What follows belongs to an exercise in optimizing a design on an open flow for a short achievable clock period and few clock cycles; a production flow would make more cautious choices.
For this run, only the layout was checked, not whether the RTL still works.
Power is estimated from default activity; no workload was simulated.

<file path="design/flow/config.mk">
export PLATFORM = sky130hd
export DESIGN_NAME = mc3_engine
export DESIGN_NICKNAME = mc3_engine
export VERILOG_FILES = /design/flow/design.v
export SDC_FILE = /design/flow/constraint.sdc
export NUM_CORES = 4
export LEC_CHECK = 0
export ABC_CLOCK_PERIOD_IN_PS = 2500
export CAP_MARGIN = 20
export CORE_MARGIN = 2
export CORE_UTILIZATION = 60
export SETUP_SLACK_MARGIN = 5
export SLEW_MARGIN = 20
</file>
<file path="design/flow/constraint.sdc">
create_clock -name core_clock -period 8.0 [get_ports {clk}]
set_input_delay 1.6000 -clock core_clock [delete_from_list [all_inputs] [get_ports {clk}]]
set_output_delay 1.6000 -clock core_clock [all_outputs]
set_load 0.01 [all_outputs]
</file>
<file path="design/flow/design.v">
module mc3_engine (
    input  wire        clk,
    input  wire        rst,           
    input  wire        start,         
    input  wire [15:0] prog_len,      
    output wire [15:0] prog_addr,
    input  wire [7:0]  prog_rdata,
    output reg         mem_en,
    output reg         mem_we,
    output reg  [24:0] mem_addr,
    output reg  [23:0] mem_wdata,
    input  wire [23:0] mem_rdata,
    output wire        done,          
    output wire [1:0]  fault,         
    output wire [15:0] pc,            
    output wire [24:0] mem_len        
);
    localparam [7:0] OP_STORE      = 8'd17;
    localparam [7:0] OP_SQRT       = 8'd19;
    localparam [7:0] OP_LOAD_MEM   = 8'd24;
    localparam [7:0] OP_LOAD_CONST = 8'd28;
    localparam [1:0] C_LC = 2'd0, C_ST = 2'd1, C_LM = 2'd2, C_SQ = 2'd3;
    localparam integer Q = 6;        
    integer i;
    reg        busy;         
    reg        done_r;
    reg        fend;         
    reg [1:0]  fault_r;
    reg [15:0] pc_r;
    reg [24:0] mlen_r;
    reg [15:0] len_r;
    assign done    = done_r;
    assign fault   = fault_r;
    assign pc      = pc_r;
    assign mem_len = mlen_r;
    wire go = start && !busy;
    reg [15:0] qB  [0:Q-1];
    reg [23:0] qC  [0:Q-1];
    reg [23:0] qD  [0:Q-1];
    reg [1:0]  qcls[0:Q-1];
    reg [Q-1:0] qv;              
    reg [Q-1:0] qskip;           
    reg [Q-1:0] qrep;            
    reg [Q-1:0] qlc, qst, qlm, qsq;    
    reg [Q-1:0] qcmp;            
    reg [Q-1:0] qbl;             
    reg [Q-1:0] qlml;            
    reg [Q-1:0] qc1;             
    reg [4:0]   qra [0:Q-1];     
    reg [Q-1:0] qhz;             
    reg [Q-1:0] qph;             
    reg [Q-1:0] rpo;             
    reg [2:0]   rpb;             
    reg [2:0]   nres;            
    wire pop;                    
    reg [15:0] fa;           
    reg [15:0] left;         
    reg [3:0]  fidx;         
    reg        fv;           
    reg [1:0]  fcls;         
    reg [15:0] fpc;          
    reg [2:0]  fslot;        
    reg        f_lt5, f_lt6, f_lt9;    
    assign prog_addr = fa;
    reg        t1_v;
    reg [3:0]  t1_idx;
    reg [2:0]  t1_slot;      
    reg        t1_last;
    reg [1:0]  t1_cls;
    reg [1:0]  d_cls;
    reg        d_bad;
    wire [1:0] in_cls = (prog_rdata == OP_LOAD_CONST) ? C_LC :
                        (prog_rdata == OP_STORE)      ? C_ST :
                        (prog_rdata == OP_LOAD_MEM)   ? C_LM : C_SQ;
    wire       in_bad = (prog_rdata != OP_LOAD_CONST) && (prog_rdata != OP_STORE) &&
                        (prog_rdata != OP_LOAD_MEM) && (prog_rdata != OP_SQRT);
    wire d_trunc = (d_cls == C_LC) ? f_lt6 : (d_cls == C_ST) ? f_lt5 : f_lt9;
    wire d_fault = d_bad || d_trunc;
    wire [3:0] f_lastidx = (fcls == C_LC) ? 4'd5 : (fcls == C_ST) ? 4'd4 : 4'd8;
    wire       f_islast  = fv && (fidx >= 4'd3) && (fidx == f_lastidx);
    wire       f_run     = busy && !fend;
    reg [15:0] aB;
    reg [23:0] aC;
    reg [15:0] aD;           
    reg        aCz;          
    reg        aR0;          
    reg        aR0b;         
    reg        aR1;          
    wire [7:0] b = prog_rdata;
    wire [7:0] aBl_m1  = aB[7:0] - 8'd1;
    wire [7:0] aBh_m1  = aB[15:8] - 8'd1;
    localparam [3:0] E_IDLE = 4'd0,
                     E_ST_A = 4'd1,   
                     E_ST_B = 4'd2,   
                     E_RA   = 4'd6,   
                     E_RB   = 4'd7,   
                     E_WA   = 4'd8,   
                     E_WB   = 4'd9,   
                     E_BUB  = 4'd10,  
                     E_BUBR = 4'd11,  
                     E_REP  = 4'd12,  
                     E_LOC  = 4'd13;  
    reg [3:0]  es;
    reg [23:0] rep_data;     
    reg [24:0] raddr;        
    reg [24:0] waddr;        
    reg [23:0] rleft;        
    reg        lm_rep;
    reg [2:0]  ex_slot;      
    reg [4:0]  exB;          
    reg        ex_loc;
    localparam integer SH = 32;
    reg [23:0] sh [0:SH-1];
    reg        sh_wen;       
    reg [4:0]  ex_ra;        
    reg        vacc_en;      
    reg [5:0]  vacc_addr;
    localparam [2:0] U_IDLE = 3'd0, U_RD = 3'd1, U_CAP = 3'd2, U_DIG = 3'd3, U_RDY = 3'd4;
    reg [2:0]  us   [0:1];
    reg [23:0] uD   [0:1];
    reg [2:0]  uslot[0:1];   
    reg [4:0]  ua   [0:1];   
    reg [23:0] uin  [0:1];   
    reg [1:0]  uloc;         
    reg [1:0]  udlive;       
    reg [19:0] un   [0:1];   
    reg [12:0] uR   [0:1];   
    reg [11:0] ur   [0:1];   
    reg [15:0] ut3  [0:1];   
    reg [2:0]  uit  [0:1];
    wire [1:0] u_busy = {us[1] != U_IDLE, us[0] != U_IDLE};
    wire [1:0] u_rdy  = {us[1] == U_RDY,  us[0] == U_RDY};
    wire [16:0] sX   [0:1];
    wire [17:0] sc1  [0:1];
    wire [17:0] sc2  [0:1];
    wire [17:0] sc3  [0:1];
    wire [1:0]  sd   [0:1];
    wire [12:0] sRn  [0:1];
    wire [11:0] srn  [0:1];
    wire [15:0] st3n [0:1];
    genvar g;
    generate
        for (g = 0; g < 2; g = g + 1) begin : rootdig
            wire [15:0] t3x4 = {ut3[g][13:0], 2'b00};
            assign sX[g]  = {uR[g], un[g][19:16]};
            assign sc1[g] = {1'b0, sX[g]} - {3'd0, ur[g], 3'b001};
            assign sc2[g] = {1'b0, sX[g]} - {2'd0, ur[g], 4'b0100};
            assign sc3[g] = {1'b0, sX[g]} - {2'd0, ut3[g]};
            assign sd[g]  = !sc3[g][17] ? 2'd3 : !sc2[g][17] ? 2'd2 : !sc1[g][17] ? 2'd1 : 2'd0;
            assign sRn[g] = !sc3[g][17] ? sc3[g][12:0] : !sc2[g][17] ? sc2[g][12:0] :
                            !sc1[g][17] ? sc1[g][12:0] : sX[g][12:0];
            assign srn[g] = {ur[g][9:0], sd[g]};
            assign st3n[g] = (sd[g] == 2'd3) ? t3x4 + 16'd45 :
                             (sd[g] == 2'd2) ? t3x4 + 16'd21 :
                             (sd[g] == 2'd1) ? t3x4 - 16'd3  : t3x4 - 16'd27;
        end
    endgenerate
    reg  [1:0] u_wr;         
    wire [11:0] u_root0 = (us[0] == U_RDY) ? ur[0] : srn[0];
    wire [11:0] u_root1 = (us[1] == U_RDY) ? ur[1] : srn[1];
    wire [23:0] s0in [0:1];
    wire [3:0]  s0x  [0:1];
    wire [1:0]  s0d  [0:1];
    wire [3:0]  s0sq [0:1];
    wire [15:0] s0t3 [0:1];
    generate
        for (g = 0; g < 2; g = g + 1) begin : firstdig
            assign s0in[g] = uloc[g] ? uin[g] : mem_rdata;
            assign s0x[g]  = s0in[g][23:20];
            assign s0d[g]  = (s0x[g] >= 4'd9) ? 2'd3 : (s0x[g] >= 4'd4) ? 2'd2 :
                             (s0x[g] >= 4'd1) ? 2'd1 : 2'd0;
            assign s0sq[g] = (s0d[g] == 2'd3) ? 4'd9 : (s0d[g] == 2'd2) ? 4'd4 :
                             (s0d[g] == 2'd1) ? 4'd1 : 4'd0;
            assign s0t3[g] = (s0d[g] == 2'd3) ? 16'd81 : (s0d[g] == 2'd2) ? 16'd57 :
                             (s0d[g] == 2'd1) ? 16'd33 : 16'd9;
        end
    endgenerate
    function touches;
        input [1:0]  cls;
        input        skip;
        input [15:0] eb;
        input [23:0] ec;
        input [23:0] ed;
        input [23:0] a;
        begin
            case (cls)
                C_LC: touches = ({8'd0, eb} == a);
                C_ST: touches = ({8'd0, eb} == a) || ({8'd0, ec[15:0]} == a);
                C_SQ: touches = ({8'd0, eb} == a) || (ed == a);
                default: touches = !skip;
            endcase
        end
    endfunction
    function [2:0] nxt;
        input [2:0] k;
        begin
            nxt = (k == Q - 1) ? 3'd0 : k + 3'd1;
        end
    endfunction
    reg [Q-1:0] hzn;         
    reg [Q-1:0] phn;         
    integer k, kp;
    always @(*) begin
        for (k = 0; k < Q; k = k + 1) begin
            kp = (k == 0) ? Q - 1 : k - 1;
            hzn[k] = !qv[k] || !qcmp[k] ||
                (u_busy[0] && touches(qcls[k], qskip[k], qB[k], qC[k], qD[k], uD[0])) ||
                (u_busy[1] && touches(qcls[k], qskip[k], qB[k], qC[k], qD[k], uD[1]));
            phn[k] = qv[k] && qv[kp] && qsq[kp] && !rpo[k] &&
                touches(qcls[k], qskip[k], qB[k], qC[k], qD[k], qD[kp]);
        end
    end
    reg [15:0] hB;
    reg [23:0] hC;
    reg [23:0] hD;
    always @(*) begin
        hB = 16'd0;
        hC = 24'd0;
        hD = 24'd0;
        for (k = 0; k < Q; k = k + 1) begin
            hB = hB | (qB[k] & {16{rpo[k]}});
            hC = hC | (qC[k] & {24{rpo[k]}});
            hD = hD | (qD[k] & {24{rpo[k]}});
        end
    end
    wire h_v    = |(qv & rpo);
    wire h_hz   = |((qhz | qph) & rpo);
    wire h_lc   = |(qlc & rpo);
    wire h_lm   = |(qlm & rpo);
    wire h_st   = |(qst & rpo);
    wire h_sq   = |(qsq & rpo);
    wire h_skip = |(qskip & rpo);
    wire h_rep  = |(qrep & rpo);
    wire u_free0 = (us[0] == U_IDLE);
    wire u_free1 = (us[1] == U_IDLE);
    wire at_bnd  = (es == E_IDLE);
    wire uw      = at_bnd && (u_wr != 2'b00);            
    wire uw1     = !u_wr[0];                             
    wire hz_ok   = (u_busy == 2'b00) || !h_hz;
    assign pop   = at_bnd && !uw && h_v && hz_ok && (!h_sq || u_free0 || u_free1);
    wire pop_u1  = !u_free0;                             
    wire h_cmp   = |(qcmp & rpo);
    wire        h_bl    = |(qbl & rpo);
    wire        h_lmloc = |(qlml & rpo);
    wire        h_c1    = |(qc1 & rpo);
    reg  [4:0]  hra;
    always @(*) begin
        hra = 5'd0;
        for (k = 0; k < Q; k = k + 1)
            hra = hra | (qra[k] & {5{rpo[k]}});
    end
    wire [6:0]  h_dce   = {2'd0, hD[4:0]} + {1'b0, hC[5:0]};    
    wire [23:0] sh_rd   = (sh_wen && (mem_addr[4:0] == ex_ra)) ? mem_wdata : sh[ex_ra];
    wire t1_early = t1_v && (t1_idx == 4'd2) && ((d_cls == C_ST) || (d_cls == C_SQ)) && !fend;
    wire t1_head  = t1_v && (t1_slot == rpb);            
    wire room    = (nres < Q);
    wire f_alloc = f_run && ((!fv && room) || (f_islast && left != 16'd1 && room));
    wire f_fault = f_run && fv && (fidx == 4'd2) && d_fault;
    wire m_ge_a = mem_en && (mem_addr >= mlen_r);
    wire m_ge_v = vacc_en && ({19'd0, vacc_addr} >= mlen_r);
    wire m_a_v  = (mem_addr >= {19'd0, vacc_addr});
    wire m_pa   = m_ge_a && (!m_ge_v || m_a_v);
    wire [1:0] u_lo = {uD[1][23:5] == 19'd0, uD[0][23:5] == 19'd0};
    wire       n_lo = at_bnd ? (uw ? (uw1 ? u_lo[1] : u_lo[0]) : h_bl)
                             : (waddr[24:5] == 20'd0);
    reg        n_en;
    reg        n_we;
    reg [24:0] n_addr;
    reg [23:0] n_wdata;
    always @(*) begin
        n_en    = 1'b0;
        n_we    = 1'b0;
        n_addr  = waddr;
        n_wdata = mem_rdata;
        case (es)
            E_IDLE: begin
                if (uw) begin
                    n_en    = 1'b1;
                    n_we    = 1'b1;
                    n_addr  = {1'b0, uw1 ? uD[1] : uD[0]};
                    n_wdata = {12'd0, uw1 ? u_root1 : u_root0};
                end else if (pop) begin
                    if ((h_st || h_sq) && h_bl) begin
                        n_en    = 1'b0;
                    end else if (h_lm && h_lmloc) begin
                        n_en    = 1'b0;
                    end else begin
                        n_en    = !h_skip;
                        n_we    = h_lc;
                        n_addr  = (h_lc || h_st || h_sq) ? {9'd0, hB} : {1'b0, hD};
                        n_wdata = hC;
                    end
                end
            end
            E_ST_B: begin
                n_en = 1'b1;
                n_we = 1'b1;
                if (ex_loc) n_wdata = sh_rd;
            end
            E_RB, E_BUB, E_WA, E_BUBR: begin
                n_en = 1'b1;
                n_we = 1'b1;
            end
            E_LOC: begin
                n_en    = 1'b1;
                n_we    = 1'b1;
                n_wdata = sh_rd;
            end
            E_RA: begin
                n_en   = !lm_rep && (rleft != 24'd0);
                n_addr = raddr + 25'd1;
            end
            E_WB: begin
                n_en   = 1'b1;
                n_addr = raddr + 25'd1;
            end
            E_REP: begin
                n_en    = 1'b1;
                n_we    = 1'b1;
                n_wdata = rep_data;
            end
            default: ;
        endcase
    end
    always @(posedge clk) begin
        if (t1_v) begin
            case (t1_idx)
                4'd1: aB[7:0]  <= b;
                4'd2: aB[15:8] <= b;
                4'd3: begin
                    aC[7:0] <= b;
                    aCz <= (b == 8'd0);
                end
                4'd4: begin
                    aC[15:8] <= b;
                    aCz <= aCz && (b == 8'd0);
                end
                4'd5: begin
                    aC[23:16] <= b;
                    aCz <= aCz && (b == 8'd0);
                end
                4'd6: begin
                    aD[7:0] <= b;
                    aR0  <= (b == aBl_m1);
                    aR0b <= (aB[7:0] == 8'd0);
                end
                4'd7: begin
                    aD[15:8] <= b;
                    aR1 <= aR0 && (aR0b ? ((b == aBh_m1) && (aB[15:8] != 8'd0))
                                        : (b == aB[15:8]));
                end
                default: begin
                    d_cls <= in_cls;
                    d_bad <= in_bad;
                end
            endcase
        end
        for (i = 0; i < Q; i = i + 1) begin
            if (t1_early && t1_slot == i) begin
                qB[i]   <= {b, aB[7:0]};
                qcls[i] <= d_cls;
                qlc[i]  <= 1'b0;
                qst[i]  <= (d_cls == C_ST);
                qlm[i]  <= 1'b0;
                qsq[i]  <= (d_cls == C_SQ);
                qskip[i] <= 1'b0;
                qrep[i]  <= 1'b0;
                qbl[i]   <= (b == 8'd0) && (aB[7:5] == 3'd0);
                qra[i]   <= aB[4:0];
            end
            if (t1_v && t1_last && t1_slot == i) begin
                qB[i]   <= aB;
                qcls[i] <= t1_cls;
                qlc[i]  <= (t1_cls == C_LC);
                qst[i]  <= (t1_cls == C_ST);
                qlm[i]  <= (t1_cls == C_LM);
                qsq[i]  <= (t1_cls == C_SQ);
                case (t1_cls)
                    C_LC: qC[i] <= {b, aC[15:0]};
                    C_ST: qC[i] <= {8'd0, b, aC[7:0]};
                    default: qC[i] <= aC;
                endcase
                qD[i]    <= {b, aD};
                qskip[i] <= (t1_cls == C_LM) && aCz;
                qrep[i]  <= aR1 && (b == 8'd0);
                qbl[i]   <= (aB[15:5] == 11'd0);
                qra[i]   <= (t1_cls == C_LM) ? aD[4:0] : aB[4:0];
                qlml[i]  <= (b == 8'd0) && (aD[15:5] == 11'd0) && (aC[23:6] == 18'd0) &&
                            (({2'd0, aD[4:0]} + {1'b0, aC[5:0]}) <= 7'd32);
                qc1[i]   <= (aC == 24'd1);
            end
        end
        for (i = 0; i < SH; i = i + 1) begin
            if (go)
                sh[i] <= 24'd0;
            else if (sh_wen && (mem_addr[4:0] == i))
                sh[i] <= mem_wdata;
        end
        vacc_addr <= h_lm ? (h_dce[5:0] - 6'd1) : {1'b0, hB[4:0]};
        sh_wen <= !rst && n_en && n_we && n_lo;
        if (es == E_LOC)
            ex_ra <= ex_ra + 5'd1;
        else if (es == E_IDLE)
            ex_ra <= hra;
        mem_addr  <= n_addr;
        mem_wdata <= n_wdata;
        if (es == E_BUBR)
            rep_data <= mem_rdata;
        for (i = 0; i < 2; i = i + 1)
            uin[i] <= sh[ua[i]];
        for (i = 0; i < 2; i = i + 1) begin
            case (us[i])
                U_CAP: begin
                    un[i]  <= s0in[i][19:0];
                    ur[i]  <= {10'd0, s0d[i]};
                    uR[i]  <= {9'd0, s0x[i] - s0sq[i]};
                    ut3[i] <= s0t3[i];
                    uit[i] <= 3'd5;
                end
                U_DIG: begin
                    un[i]  <= {un[i][15:0], 4'd0};
                    ur[i]  <= srn[i];
                    uR[i]  <= sRn[i];
                    ut3[i] <= st3n[i];
                    uit[i] <= uit[i] - 3'd1;
                end
                default: ;
            endcase
        end
        for (i = 0; i < 2; i = i + 1) begin
            if (us[i] == U_IDLE) begin
                ua[i]    <= hra;
                uD[i]    <= h_cmp ? hD : {8'd0, aD};
                uslot[i] <= rpb;
                if (t1_head && t1_idx == 4'd6) uD[i][7:0]   <= b;
                if (t1_head && t1_idx == 4'd7) uD[i][15:8]  <= b;
                if (t1_head && t1_idx == 4'd8) uD[i][23:16] <= b;
            end else if (udlive[i] && t1_v && t1_slot == uslot[i]) begin
                if (t1_idx == 4'd6) uD[i][7:0]   <= b;
                if (t1_idx == 4'd7) uD[i][15:8]  <= b;
                if (t1_idx == 4'd8) uD[i][23:16] <= b;
            end
        end
        if (rst) begin
            busy    <= 1'b0;
            done_r  <= 1'b0;
            fend    <= 1'b0;
            fault_r <= 2'd0;
            pc_r    <= 16'd0;
            mlen_r  <= 25'd0;
            len_r   <= 16'd0;
            qv      <= {Q{1'b0}};
            qhz     <= {Q{1'b1}};
            qph     <= {Q{1'b0}};
            rpo     <= {{(Q-1){1'b0}}, 1'b1};
            rpb     <= 3'd0;
            nres    <= 3'd0;
            fa      <= 16'd0;
            left    <= 16'd0;
            fidx    <= 4'd0;
            fv      <= 1'b0;
            fcls    <= 2'd0;
            fpc     <= 16'd0;
            fslot   <= 3'd0;
            f_lt5   <= 1'b0;
            f_lt6   <= 1'b0;
            f_lt9   <= 1'b0;
            t1_v    <= 1'b0;
            t1_idx  <= 4'd0;
            t1_slot <= 3'd0;
            t1_last <= 1'b0;
            t1_cls  <= 2'd0;
            es      <= E_IDLE;
            mem_en  <= 1'b0;
            mem_we  <= 1'b0;
            us[0]   <= U_IDLE;
            vacc_en <= 1'b0;
            udlive  <= 2'b00;
            u_wr    <= 2'b00;
            us[1]   <= U_IDLE;
        end else begin
            t1_v    <= go ? (prog_len != 16'd0) : (fv && f_run);
            t1_idx  <= go ? 4'd0 : fidx;
            t1_slot <= go ? rpb : fslot;
            t1_last <= !go && f_islast;
            t1_cls  <= fcls;
            if (go) begin
                busy    <= 1'b1;
                done_r  <= 1'b0;
                fault_r <= 2'd0;
                len_r   <= prog_len;
                fa      <= 16'd1;
                left    <= prog_len - 16'd1;
                fidx    <= 4'd1;
                fpc     <= 16'd0;
                fslot   <= rpb;
                f_lt5   <= prog_len < 16'd5;
                f_lt6   <= prog_len < 16'd6;
                f_lt9   <= prog_len < 16'd9;
                pc_r    <= 16'd0;
                if (prog_len == 16'd0) begin
                    fend <= 1'b1;
                    fv   <= 1'b0;
                end else begin
                    fend <= 1'b0;
                    fv   <= 1'b1;
                end
            end else if (f_run) begin
                if (!fv) begin
                    if (room) fv <= 1'b1;
                end else if (fidx == 4'd2) begin
                    if (d_fault) begin
                        fault_r <= d_bad ? 2'd1 : 2'd2;
                        pc_r    <= fpc;
                        fend    <= 1'b1;
                        fv      <= 1'b0;
                    end else begin
                        fcls <= d_cls;
                        if (d_cls == C_SQ) begin
                            fidx <= 4'd6;
                            fa   <= fa + 16'd4;
                            left <= left - 16'd4;
                        end else begin
                            fidx <= 4'd3;
                            fa   <= fa + 16'd1;
                            left <= left - 16'd1;
                        end
                    end
                end else if (f_islast) begin
                    fa    <= fa + 16'd1;
                    left  <= left - 16'd1;
                    fidx  <= 4'd0;
                    fpc   <= fa + 16'd1;
                    fslot <= nxt(fslot);
                    f_lt5 <= left < 16'd6;
                    f_lt6 <= left < 16'd7;
                    f_lt9 <= left < 16'd10;
                    if (left == 16'd1) begin
                        fend <= 1'b1;
                        fv   <= 1'b0;
                        pc_r <= len_r;
                    end else begin
                        fv   <= room;
                    end
                end else begin
                    fidx <= fidx + 4'd1;
                    fa   <= fa + 16'd1;
                    left <= left - 16'd1;
                end
            end
            if (go)
                nres <= (prog_len != 16'd0) ? 3'd1 : 3'd0;
            else
                nres <= nres + {2'd0, f_alloc} - {2'd0, pop || f_fault};
            for (i = 0; i < Q; i = i + 1) begin
                if ((t1_early || (t1_v && t1_last && (t1_cls == C_LC || t1_cls == C_LM))) &&
                    t1_slot == i)
                    qv[i] <= 1'b1;
                else if (pop && rpo[i])
                    qv[i] <= 1'b0;
                if (t1_early && t1_slot == i)
                    qcmp[i] <= 1'b0;
                else if (t1_v && t1_last && t1_slot == i)
                    qcmp[i] <= 1'b1;
            end
            if (pop) begin
                rpo <= {rpo[Q-2:0], rpo[Q-1]};
                rpb <= nxt(rpb);
            end
            qhz <= hzn;
            qph <= phn;
            if (go)
                mlen_r <= 25'd0;
            else if (m_pa)
                mlen_r <= mem_addr + 25'd1;
            else if (m_ge_v)
                mlen_r <= {19'd0, vacc_addr} + 25'd1;
            vacc_en <= pop && !uw && !h_skip && (((h_st || h_sq) && h_bl) || (h_lm && h_lmloc));
            for (i = 0; i < 2; i = i + 1) begin
                case (us[i])
                    U_RD:  us[i] <= U_CAP;
                    U_CAP: us[i] <= U_DIG;
                    U_DIG: if (uit[i] == 3'd1)
                               us[i] <= (uw && (uw1 == i[0])) ? U_IDLE : U_RDY;
                    U_RDY: if (uw && (uw1 == i[0])) us[i] <= U_IDLE;
                    default: ;
                endcase
                u_wr[i] <= ((us[i] == U_DIG) && (uit[i] == 3'd2)) ||
                           (((us[i] == U_RDY) || ((us[i] == U_DIG) && (uit[i] == 3'd1))) &&
                            !(uw && (uw1 == i[0])));
            end
            for (i = 0; i < 2; i = i + 1) begin
                if (pop && h_sq && (pop_u1 == i[0]))
                    udlive[i] <= !h_cmp && !(t1_head && t1_idx == 4'd8);
                else if (udlive[i] && t1_v && t1_slot == uslot[i] && t1_idx == 4'd8)
                    udlive[i] <= 1'b0;
            end
            for (i = 0; i < 2; i = i + 1)
                if (pop && h_sq && (pop_u1 == i[0]))
                    uloc[i] <= h_bl;
            if (pop && h_sq) begin
                if (pop_u1) us[1] <= U_RD;
                else        us[0] <= U_RD;
            end
            mem_en <= n_en;
            mem_we <= n_we;
            case (es)
                E_IDLE: begin
                    raddr     <= {1'b0, hD};
                    waddr     <= h_st ? {9'd0, h_cmp ? hC[15:0] : aC[15:0]} : {9'd0, hB};
                    if (t1_head && t1_idx == 4'd3) waddr[7:0]  <= b;
                    if (t1_head && t1_idx == 4'd4) waddr[15:8] <= b;
                    ex_slot   <= rpb;
                    rleft     <= hC - 24'd1;
                    lm_rep    <= h_rep;
                    exB       <= hB[4:0];
                    ex_loc    <= h_bl;
                    if (pop) begin
                        if (h_st && !(h_bl && h_cmp))
                            es <= E_ST_A;
                        else if (h_st)
                            es <= E_ST_B;
                        else if (h_lm && h_lmloc && !h_skip)
                            es <= E_LOC;
                        else if (h_lm && !h_lmloc && !h_skip)
                            es <= E_RA;
                    end
                end
                E_ST_A: begin
                    if (t1_v && t1_slot == ex_slot && t1_idx == 4'd4) waddr[15:8] <= b;
                    es <= E_ST_B;
                end
                E_ST_B: es <= E_IDLE;
                E_RA: begin
                    if (lm_rep) begin
                        es <= E_BUBR;
                    end else if (rleft != 24'd0) begin
                        raddr    <= raddr + 25'd1;
                        rleft    <= rleft - 24'd1;
                        es       <= E_RB;
                    end else begin
                        es <= E_BUB;
                    end
                end
                E_RB, E_BUB: begin
                    waddr     <= waddr + 25'd1;
                    es        <= (es == E_RB) ? E_WA : E_IDLE;
                end
                E_WA: begin
                    waddr     <= waddr + 25'd1;
                    es        <= (rleft != 24'd0) ? E_WB : E_IDLE;
                end
                E_WB: begin
                    raddr    <= raddr + 25'd1;
                    rleft    <= rleft - 24'd1;
                    es       <= E_RA;
                end
                E_BUBR: begin
                    waddr     <= waddr + 25'd1;
                    es        <= (rleft != 24'd0) ? E_REP : E_IDLE;
                end
                E_LOC: begin
                    raddr    <= raddr + 25'd1;
                    waddr    <= waddr + 25'd1;
                    rleft    <= rleft - 24'd1;
                    if (rleft == 24'd0)
                        es <= E_IDLE;
                end
                E_REP: begin
                    waddr    <= waddr + 25'd1;
                    rleft    <= rleft - 24'd1;
                    if (rleft == 24'd1)
                        es <= E_IDLE;
                end
                default: es <= E_IDLE;
            endcase
            if (busy && !go && fend && !t1_v && !h_v && at_bnd &&
                (u_busy == 2'b00)) begin
                busy   <= 1'b0;
                done_r <= 1'b1;
                fa     <= 16'd0;
                fidx   <= 4'd0;
            end
        end
    end
endmodule
</file>
<file path="design/flow/run.sh">
#!/bin/bash
# synth_recipe.tcl (not shown) runs the flow's synth.tcl, then flattens the netlist and writes it again
# the make line also repeats each setting of config.mk as NAME=value (left out here)
make -C /OpenROAD-flow-scripts/flow DESIGN_CONFIG=/design/flow/config.mk WORK_HOME=/design/flow/orfs CLKGATE_MAP_FILE= SYNTH_SCRIPT=/design/flow/synth_recipe.tcl finish
</file>
==> flow_summary_export.csv <==
group,metric,value,unit
grt,first_global_vias,130000,
synthesis,synth_edf_count,839,
synthesis,synth_compound_area_share,22.9,%
cts,clockBufferDepth,3,
grt,grt_max_degree,177,
status,error,"[ERROR GRT-0116] Global routing finished with congestion. Check the congestion regions in the DRC Viewer.",
synthesis,synth_area,107000,µm²
synthesis,synth_top_family_by_area,"compound AO/OA/AOI/OAI gates",
synthesis,synth_top_cell_area_share,23.5,%
synthesis,synthMuxAreaShare,2.37,%
synthesis,synthTopCellsByCount,"nand2_1 (2346), a21oi_1 (1203), dfxtp_1 (1053)",
floorplanning,die_x,427,µm
synthesis,synth_ff_type,"dfxtp_1",
synthesis,syn_avg_cell_area,8.64,µm²
floorplanning,io_pins,162,
synthesis,yosys-top-cells-area,"edfxtp_1 (23%), dfxtp_1 (20%), nand2_1 (8.2%)",
place,dpl_cell_area,112000,µm²
synthesis,yosysMostFrequentCell,"nand2_1",
cts,cts_sinks,1892,
status,stop_stage,"5_1_grt",
synthesis,ys_seq_elements,1892,
floorplanning,die_h,427,µm
place,io_buffers,161,
synthesis,ys_seq_area_share,43.1,%
grt,gr-total-overflow,245,
cts,cts_hold_buf,0,
grt,grt_use_total,84.2,%
cts,cts_made_buffers,198,
synthesis,yosysWarnings,17,
synthesis,synth_cells,12400,
place,finalWeightedCongestion,1.27,
cts,root_buffer,"clkbuf_16",
synthesis,synthAdderAreaFrac,2.17,%
status,status,"stopped before the end",
floorplanning,num_rows,155,
synthesis,synthArstFlopShare,0,%
synthesis,yosysUniqueCellTypes,95,
place,place_ws,3.30,ns
cts,cts_max_level,4,
place,dpl.hpwl,438,mm
grt,grt_pass1_wl,1080,mm
floorplanning,initial_core_util,60.2,%
synthesis,synth_area_leader_cell,"edfxtp_1",
synthesis,synth_simple_gate_area_share,17.6,%
synthesis,synth_xor_area_share,6.96,%
synthesis,synth_nets,12600,
place,place_inst,14300,
==> power groups by stage <==
| stage | Combinational, mW | Clock (mW) | Sequential [mW] |
|---|---|---|---|
| 4_1_cts | 7.29 | 9.56 | 10.9 |
| 3_5_place_dp | 5.18 | 0 | 11.1 |
| 3_3_place_gp | 5.05 | 0 | 11.1 |
| 2_1_floorplan | 2.54 | 0 | 10.9 |
==> timing repair <==
item	4_1_cts
pin swaps	66
endpoints found under the setup margin	1543
resized for setup	1282
gates cloned	45
buffers inserted	297
==> logic make-up after synthesis <==
logic type,after synthesis
AO/OA/AOI/OAI,3653
XOR/XNOR,852
adder cells (fa/ha/maj),184
buffers and inverters,1344
flip-flops,1892
multiplexers,246
AND/OR/NAND/NOR,4244
==> metal layers <==
layer	global-route usage, %	overflow
met1	85.6	26
met4	79.2	86
met3	75.7	34
met2	94.4	95
met5	56.0	4
==> how the worst max path moves through the flow <==
stage / slack [ns] / end / start / cells past startpoint
2_1_floorplan: 4.62 / uR[0][2]$_DFFE_PP_ / mem_rdata[20] / 11
3_3_place_gp: 3.04 / mem_wdata[16]$_DFF_P_ / rpo[5]$_SDFFE_PP0N_ / 10
3_5_place_dp: 3.30 / sh[24][9]$_SDFFE_PP0P_ / start / 5
4_1_cts: 4.65 / mem_wdata[20]$_DFF_P_ / es[2]$_SDFFE_PP0P_ / 9
